This design comes from an exercise in tuning for small area and a short achievable clock period on the open sky130 flow, not from production work.
Function was checked by simulation only, so behaviour that the tests miss may differ from the original.

## flow/design.v (module list and top-level ports; edited modules follow where they fit)
// module rlwe_alu: 2754 lines
// module rlwe_fa: 4 lines
// module rlwe_ha: 4 lines
// module rlwe_gp: 4 lines
// module rlwe_g: 3 lines
module rlwe_alu (
    input  wire        clk,
    input  wire        rst,         
    input  wire        in_valid,
    input  wire [2:0]  in_op,
    input  wire [31:0] in_a,
    input  wire [31:0] in_b,
    input  wire [31:0] in_c,
    output wire        out_valid,
    output wire [31:0] out_y0,
    output wire [31:0] out_y1
);
  // ...
==> flow/flow/run.sh <==
#!/bin/bash
# The standard layout, with every port buffered by a plain buf_2 instead of
# the delay buffer buffer_ports picks by default.
set -euo pipefail
export BUFFER_PORTS_ARGS="-buffer_cell sky130_fd_sc_hd__buf_2"
bash standard.sh > standard_make.log 2>&1
==> flow/standard.sh <==
#!/bin/bash
# synth_recipe.tcl (not shown) runs the flow's synth.tcl, then flattens the netlist and writes it again
# the make line also repeats each setting of config.mk as NAME=value (left out here)
make -C /OpenROAD-flow-scripts/flow DESIGN_CONFIG=/design/flow/config.mk WORK_HOME=/design/flow/orfs CLKGATE_MAP_FILE= SYNTH_SCRIPT=/design/flow/synth_recipe.tcl "${@:-finish}"
==> flow/config.mk <==
export PLATFORM = sky130hd
export DESIGN_NAME = rlwe_alu
export DESIGN_NICKNAME = rlwe_alu
export VERILOG_FILES = /design/flow/design.v
export SDC_FILE = /design/flow/constraint.sdc
export NUM_CORES = 4
export LEC_CHECK = 0
export CAP_MARGIN = 20
export CORE_MARGIN = 2
export CORE_UTILIZATION = 40
export CTS_BUF_LIST = sky130_fd_sc_hd__clkbuf_4 sky130_fd_sc_hd__clkbuf_8
export SLEW_MARGIN = 20
export SYNTH_HIERARCHICAL = 1
export SYNTH_MINIMUM_KEEP_SIZE = 0
==> flow/constraint.sdc <==
create_clock -name core_clock -period 26.0 [get_ports {clk}]
set_input_delay 5.2000 -clock core_clock [delete_from_list [all_inputs] [get_ports {clk}]]
set_output_delay 5.2000 -clock core_clock [all_outputs]
set_load 0.01 [all_outputs]
==> reports/metrics.cfg, run 1 <==
[outcome]
status = finished clean

[detailed_routing]
route.detailed.drc = 0
first_pass_iters = 6
ant_nets = 0

[clock_tree]
cts_tree = done
htreeDepth = 3
cts_resized = 0

[floorplan]
coreArea_um2 = 90100
ios = 167

[layout]
clock_area_share_pct = 3.98
layout_commonest_cell = fa_1
buffers = 182
nonClkBufAreaFrac_pct = 2.51

[synth]
synthTopCellsByArea = fa_1 (27%), dfxtp_1 (20%), ha_1 (11%)
async_flop_share_pct = 0
syn_area_per_cell_um2 = 10.2
synth_enable_flop_cells = 0

[placement]
pre_cts_slack_ns = 20.17
place_area_um2 = 38100

[job]
drv_cap = 0

[worst_setup_path]
worstSetupEndpoint = out_y0[8]
worstSetupPathType = reg -> out
crit_path_start_kind = flop
r2r-start = be2[12]

[timing]
final.setup_skew_ns = 0.0371
worst_hold_slack_ns = 0.369
fin_ws_ns = 19.69
slew_headroom_pct = 25.2

==> inputs of run 2 (changes only) <==
--- a/flow/config.mk
+++ b/flow/config.mk
@@ -8,7 +8,8 @@
 export CAP_MARGIN = 20
 export CORE_MARGIN = 2
 export CORE_UTILIZATION = 40
-export CTS_BUF_LIST = sky130_fd_sc_hd__clkbuf_4 sky130_fd_sc_hd__clkbuf_8
+export CTS_CLUSTER_DIAMETER = 100
+export CTS_CLUSTER_SIZE = 50
 export SLEW_MARGIN = 20
 export SYNTH_HIERARCHICAL = 1
 export SYNTH_MINIMUM_KEEP_SIZE = 0
==> run 2 against run 1 <==
  * Still clean
  * Clock skew increased by 0.018 ns
  * Worst setup slack improved by 0.051 ns
  * Critical path depth unchanged
  * Cell area fell by 1.6%
  * Via count down 1.3%
  * Die area stayed put
  * Synthesized cell count is the same
  * Non-clock buffer count stayed put
==> reports/metrics.cfg, run 2 <==
[detailed_routing]
num_vias = 25200  ; was 25500
drt_iter0_drc = 1388  ; was 1430
wl_mm = 91.1  ; was 92.5 mm
first_pass_iters = 5  ; was 6
wl_per_cell_um = 19.1  ; was 19.0 µm
vias_per_cell = 5.26  ; was 5.24
ant_nets = 0  ; unchanged
route.detailed.drc = 0  ; unchanged

[worst_setup_path]
critPathBufInv = 1  ; unchanged
critPathRequiredTime_ns = 20.80  ; about the same
critical_path.max_stage_delay_ns = 0.30  ; was 0.32 ns
cp_max_fo = 1  ; unchanged
path_delay_family = flip-flops  ; unchanged
worstSetupPathType = reg -> out  ; unchanged
path_cells = buf_2  ; unchanged
cp.arrival_ns = 1.06  ; was 1.11 ns
crit_path_start_kind = flop  ; unchanged
reg2reg_depth = 17  ; unchanged
cp-end-kind = primary output  ; unchanged
crit_slowest_cell = dfxtp_1  ; unchanged
cp_num_cells = 1  ; unchanged

[grt]
grt_pass1_vias = 26400  ; was 26800
grt_max_degree = 83  ; unchanged
grt_pass1_wl_mm = 146  ; was 148 mm
overflow = 0  ; unchanged
grt_use_total_pct = 19.6  ; was 20.1%
antenna_found_initial = 1  ; unchanged

[layout]
fill_cells = 8669  ; was 8654
drive_above_1_share_pct = 7.71  ; was 9.64%
multi_input_area_um2 = 27600  ; unchanged
syn_to_final_growth_pct = 7.19  ; was 8.90%
antenna_cells = 0  ; was 3
final_cell_mix = fa_1 (485), a21o_1 (376), dfxtp_1 (367)  ; unchanged
post_layout_nonfiller_instances = 4782  ; was 4860
layout.nets = 4496  ; was 4540
layout_commonest_cell = fa_1  ; unchanged
seqCellArea_um2 = 7390  ; unchanged

[synth]
synthTopCellsByArea = fa_1 (27%), dfxtp_1 (20%), ha_1 (11%)  ; unchanged
synth_area_um2 = 36400  ; unchanged
synth_cells = 3572  ; unchanged
syn_area_per_cell_um2 = 10.2  ; unchanged
synth_area_leader_cell = fa_1  ; unchanged
ys_ff_latch = 369  ; unchanged
synth_enable_flop_cells = 0  ; unchanged
synth_top_cells_by_count = fa_1 (485), a21o_1 (376), dfxtp_1 (369), ha_1 (322), nor2_1 (262)  ; unchanged
yosys_warnings = 7  ; unchanged
async_flop_share_pct = 0  ; unchanged
ys.flop_type = dfxtp_1  ; unchanged
synth.distinct_cells = 71  ; unchanged
yosysMostFrequentCell = fa_1  ; unchanged
ys_seq_area_share_pct = 20.3  ; unchanged
synth_top_area_share_pct = 26.7  ; unchanged

[timing]
setup_viol = 0  ; unchanged
tns_ns = 0  ; unchanged
period_needed_ns = 6.26  ; was 6.31 ns
final_hold_viol_count = 0  ; unchanged
drv_slew = 0  ; unchanged
fmax_ghz = 0.160  ; was 0.158 GHz
final.setup_skew_ns = 0.0554  ; was 0.0371 ns
rsz0062_at_grt = no  ; unchanged
fin_crit_sh_pct = 24.1  ; was 24.3%
tightest_slew_ns = 1.11  ; was 1.12 ns
slew_headroom_pct = 25.8  ; was 25.2%

[placement]
dp.cells = 4736  ; unchanged
port_buffers = 148  ; unchanged
gp_congestion = 0.862  ; unchanged
dpl.hpwl_mm = 73.5  ; unchanged

[clock_tree]
htreeDepth = 1  ; was 3
post_cts_buffers = 0  ; unchanged
cts_tree = done  ; unchanged
cts_sinks = 369  ; unchanged
clk_pin_slew_ns = 0.10  ; was 0.06 ns
cts_resized = 0  ; unchanged
holdBufCountCts = 0  ; unchanged
clock_latency_ns = 0.65  ; was 0.70 ns
cts_buffers = 25  ; was 69
cts-root-buf = clkbuf_16  ; was clkbuf_8
cts.path.max_buffers = 3  ; unchanged

[floorplan]
dieArea_um2 = 93400  ; unchanged
die_h_um = 306  ; unchanged
row_count = 110  ; unchanged
die_w_um = 306  ; unchanged
ios = 167  ; unchanged
start_util_pct = 40.4  ; unchanged
coreArea_um2 = 90100  ; unchanged

[job]
drv_cap = 0  ; unchanged

[min_path]
hp-class = reg -> reg  ; unchanged
hold-path-cell-count = 0  ; unchanged

[outcome]
status = finished clean  ; unchanged

run 2: cell counts after synthesis:
Identical to the previous run, type by type.
run 2: cell families (layout without fill, tap and decap cells):
group | after synthesis | count (layout) | synth area share, %
adder cells (fa/ha/maj) | 808 | 808 | 37.8
XOR/XNOR | 425 | 425 | 10.2
other | 1 | 30 | 0.0103
AND/OR/NAND/NOR | 649 | 649 | 8.68
buffers and inverters | 387 | 392 | 4.28
multiplexers | 49 | 49 | 1.83
flip-flops | 369 | 369 | 20.3
AO/OA/AOI/OAI | 884 | 884 | 16.9
run 2: per-module statistics from Yosys, one instance, submodules excluded:
module	flip-flops and latches	area, µm²
rlwe_alu	369	19300
rlwe_fa	0	20.0
rlwe_gp	0	13.8
rlwe_ha	0	12.5
rlwe_g	0	7.51
run 2: final timing paths:
check | startpoint | slack [ns] | end
setup / recovery | v5 | 19.74 | out_valid
hold / removal | op0[0] | 0.36 | op1[0]
setup reg to reg | be2[12] | 20.06 | p3[31]
hold reg to reg | op0[0] | 0.36 | op1[0]
run 2: cell type report:
class | instances | share of cell area, %
tap | 1176 | 3.77
inverter | 164 | 1.58
clock buffer | 27 | 1.62
sequential | 369 | 18.9
clock inverter | 19 | 0.840
multi-input combinational | 2845 | 70.7
timing repair buffer | 182 | 2.55
run 2: metal layers:
| layer | vias up | track usage, % | routed length (µm) |
|---|---|---|---|
| li1 | 12100 | - | - |
| met1 | 12300 | 25.0 | 38900 |
| met2 | 651 | 35.4 | 46100 |
| met3 | 117 | 1.86 | 3680 |
| met4 | 2 | 5.38 | 2540 |
| met5 | - | 0 | 13 |
run 2: per-stage QoR:
| stage | setup slack, ns | instance area (µm²) | util, % | hold WS [ns] |
|---|---|---|---|---|
| 6_report | 19.74 | 39000 | 43.3 | 0.360 |
| 5_1_grt | 19.66 | 39000 | 43.3 | 0.372 |
| 4_1_cts | 19.68 | 39000 | 43.3 | 0.373 |
| 3_5_place_dp | 20.17 | 38100 | 42.2 | 0.359 |
| 3_3_place_gp | 20.08 | 38100 | 42.2 | 0.361 |
| 2_1_floorplan | 20.41 | 36500 | - | 0.323 |
==> inputs of run 3 (changes only) <==
--- a/flow/config.mk
+++ b/flow/config.mk
@@ -5,11 +5,11 @@
 export SDC_FILE = /design/flow/constraint.sdc
 export NUM_CORES = 4
 export LEC_CHECK = 0
-export CAP_MARGIN = 20
+export CAP_MARGIN = 0
 export CORE_MARGIN = 2
 export CORE_UTILIZATION = 40
 export CTS_CLUSTER_DIAMETER = 100
 export CTS_CLUSTER_SIZE = 50
-export SLEW_MARGIN = 20
+export SLEW_MARGIN = 0
 export SYNTH_HIERARCHICAL = 1
 export SYNTH_MINIMUM_KEEP_SIZE = 0
==> run 3 against run 2 <==
  * Critical path type unchanged
  * Synthesized cell count is the same
  * Sequential share of layout area is essentially flat
  * Non-clock buffer count is the same
==> reports/metrics.cfg, run 3 <==
[floorplan]
die_w_um = 306  ; unchanged
ios = 167  ; unchanged
start_util_pct = 40.4  ; unchanged
die_h_um = 306  ; unchanged
row_count = 110  ; unchanged
dieArea_um2 = 93400  ; unchanged
coreArea_um2 = 90100  ; unchanged

[grt]
grt_busiest_layer = met2  ; unchanged
use_met2_pct = 35.6  ; was 35.4%
grt_pass1_vias = 26300  ; was 26400
overflow = 0  ; unchanged
grt_pass1_wl_mm = 146  ; about the same
antenna_found_initial = 0  ; was 1
use_met3_pct = 2.25  ; was 1.86%
grt_max_degree = 83  ; unchanged
grt_use_total_pct = 19.7  ; was 19.6%
use_met1_pct = 24.9  ; was 25.0%

[synth]
synth_top_area_share_pct = 26.7  ; unchanged
synth_area_leader_cell = fa_1  ; unchanged
synth_cells = 3572  ; unchanged
yosys_warnings = 7  ; unchanged
ys_seq_area_share_pct = 20.3  ; unchanged
synth_enable_flop_cells = 0  ; unchanged
syn_area_per_cell_um2 = 10.2  ; unchanged
synthTopCellsByArea = fa_1 (27%), dfxtp_1 (20%), ha_1 (11%)  ; unchanged
synth.distinct_cells = 71  ; unchanged
ys_ff_latch = 369  ; unchanged
synth_top_cells_by_count = fa_1 (485), a21o_1 (376), dfxtp_1 (369), ha_1 (322), nor2_1 (262)  ; unchanged
async_flop_share_pct = 0  ; unchanged
ys.flop_type = dfxtp_1  ; unchanged
synth_area_um2 = 36400  ; unchanged
yosysMostFrequentCell = fa_1  ; unchanged

[detailed_routing]
drt_iter0_drc = 1307  ; was 1388
wl_mm = 90.9  ; was 91.1 mm
route.detailed.drc = 0  ; unchanged
ant_nets = 0  ; unchanged
vias_per_cell = 5.25  ; was 5.26
first_pass_iters = 7  ; was 5
wl_per_cell_um = 19.0  ; was 19.1 µm
num_vias = 25100  ; was 25200

[timing]
drv_slew = 0  ; unchanged
fin_crit_sh_pct = 24.1  ; about the same
slew_headroom_pct = 21.0  ; was 25.8%
final.setup_skew_ns = 0.0393  ; was 0.0554 ns
final_hold_viol_count = 0  ; unchanged
period_needed_ns = 6.27  ; was 6.26 ns
tightest_slew_ns = 1.18  ; was 1.11 ns
rsz0062_at_grt = no  ; unchanged
tns_ns = 0  ; unchanged
fmax_ghz = 0.160  ; about the same
fin_ws_ns = 19.73  ; was 19.74 ns
setup_viol = 0  ; unchanged

[clock_tree]
cts-root-buf = clkbuf_16  ; unchanged
cts_tree = done  ; unchanged
clk_pin_slew_ns = 0.11  ; was 0.10 ns
cts_buffers = 25  ; unchanged
cts_sinks = 369  ; unchanged
post_cts_buffers = 0  ; unchanged
cts.path.max_buffers = 3  ; unchanged
cts_resized = 0  ; unchanged
htreeDepth = 1  ; unchanged
holdBufCountCts = 0  ; unchanged
clock_latency_ns = 0.63  ; was 0.65 ns

[worst_setup_path]
reg2reg_depth = 17  ; unchanged
cp_num_cells = 1  ; unchanged
crit_start = y05[5]  ; was v5
cp-end-kind = primary output  ; unchanged
r2r_slack_ns = 20.03  ; was 20.06 ns
path_delay_family = flip-flops  ; unchanged
crit_slowest_cell = dfxtp_1  ; unchanged
r2r-start = op2[1]  ; was be2[12]
critPathRequiredTime_ns = 20.80  ; about the same
crit_path_start_kind = flop  ; unchanged
critical_path.max_stage_delay_ns = 0.33  ; was 0.30 ns
cp_max_fo = 1  ; unchanged
critPathBufInv = 1  ; unchanged
path_cells = buf_2  ; unchanged
worstSetupPathType = reg -> out  ; unchanged
cp.arrival_ns = 1.07  ; was 1.06 ns

[layout]
layout.nets = 4496  ; unchanged
layout_commonest_cell = fa_1  ; unchanged
final_cell_mix = fa_1 (485), a21o_1 (376), dfxtp_1 (367)  ; unchanged
drive_above_1_share_pct = 7.71  ; unchanged
syn_to_final_growth_pct = 7.32  ; was 7.19%
antenna_cells = 0  ; unchanged

[outcome]
status = finished clean  ; unchanged

[placement]
port_buffers = 148  ; unchanged
pre_cts_slack_ns = 20.07  ; was 20.17 ns
gp_congestion = 0.862  ; unchanged
dpl.hpwl_mm = 73.4  ; was 73.5 mm

[job]
drv_cap = 0  ; unchanged

[min_path]
hp-start = op0[0]  ; unchanged
hold-path-cell-count = 0  ; unchanged
hp-class = reg -> reg  ; unchanged

## run 3: cell counts after synthesis
No cell type changed its count.
## run 3: cell type report
type,instances,area (µm²)
Sequential cell,369,7390
Multi-Input combinational cell,2845,27600
Timing Repair Buffer,182,996
Inverter,164,616
Clock buffer,26,629
Tap cell,1176,1470
Clock inverter,20,385
Fill cell,8694,51100
## run 3: metrics by stage
step	cells	util (%)	hold slack (ns)	instance area [µm²]
6_report	4782	43.3	0.367	39100
3_3_place_gp	4736	42.2	0.361	38100
5_1_grt	4782	43.3	0.375	39100
2_1_floorplan	3601	-	0.323	36500
3_5_place_dp	4736	42.2	0.359	38100
4_1_cts	4782	43.3	0.373	39100
## run 3: cell families (layout without fill, tap and decap cells)
family                   count (synthesis)  count (layout)  share of synthesized area [%]
AO/OA/AOI/OAI                          884             884                           16.9
XOR/XNOR                               425             425                           10.2
adder cells (fa/ha/maj)                808             808                           37.8
buffers and inverters                  387             392                           4.28
flip-flops                             369             369                           20.3
multiplexers                            49              49                           1.83
other                                    1              30                         0.0103
AND/OR/NAND/NOR                        649             649                           8.68
## run 3: path summary, 6_finish.rpt
| path | end |
|---|---|
| min reg2reg | op1[0] |
| max | out_y0[5] |
| min | op1[0] |
| max reg2reg | p3[31] |
## run 3: Yosys stat by module (local to each module, per instance)
module	cells inside	cell area, µm²	flops+latches	times used
rlwe_g	1	7.51	0	228
rlwe_fa	1	20.0	0	485
rlwe_ha	1	12.5	0	302
rlwe_alu	2285	19300	369	1
rlwe_gp	2	13.8	0	136
## run 3: layer usage
layer  share of wire (%)  vias up
li1                    -    12100
met1                  42    12300
met2                  51      661
met3                 4.8      101
met4                 2.5        0
met5                   0        -

re-timing with driven ports:
No port has a modelled driver above. Below, the same layouts with a new extraction and two added sets of constraints. Step 1 assumes that a clkbuf_16 drives the clock port and a buf_2 every other input. Step 2, shift: input delay + t, output delay - t, t = (earliest + latest rising clock arrival at the registers) / 2. This alone moves slack from input paths to output paths. Three values: ideal ports, drivers, drivers and shift; two values: the first two.
| run | t (ns) | setup slack, ns | worst hold slack (ns) | clock arrival spread, ns | pins driven straight from the clock port |
|---|---|---|---|---|---|
| run 1 | 0.760 | 19.687 / 19.620 / 20.098 | 0.369 / 0.369 / 0.369 | 0.056 / 0.056 | 1 |
| run 2 | 0.684 | 19.738 / 19.675 / 20.057 | 0.360 / 0.360 / 0.360 | 0.059 / 0.060 | 1 |
| run 3 | 0.672 | 19.735 / 19.671 / 20.034 | 0.367 / 0.367 / 0.367 | 0.044 / 0.044 | 1 |
After both steps setup and hold are still met in every run listed.
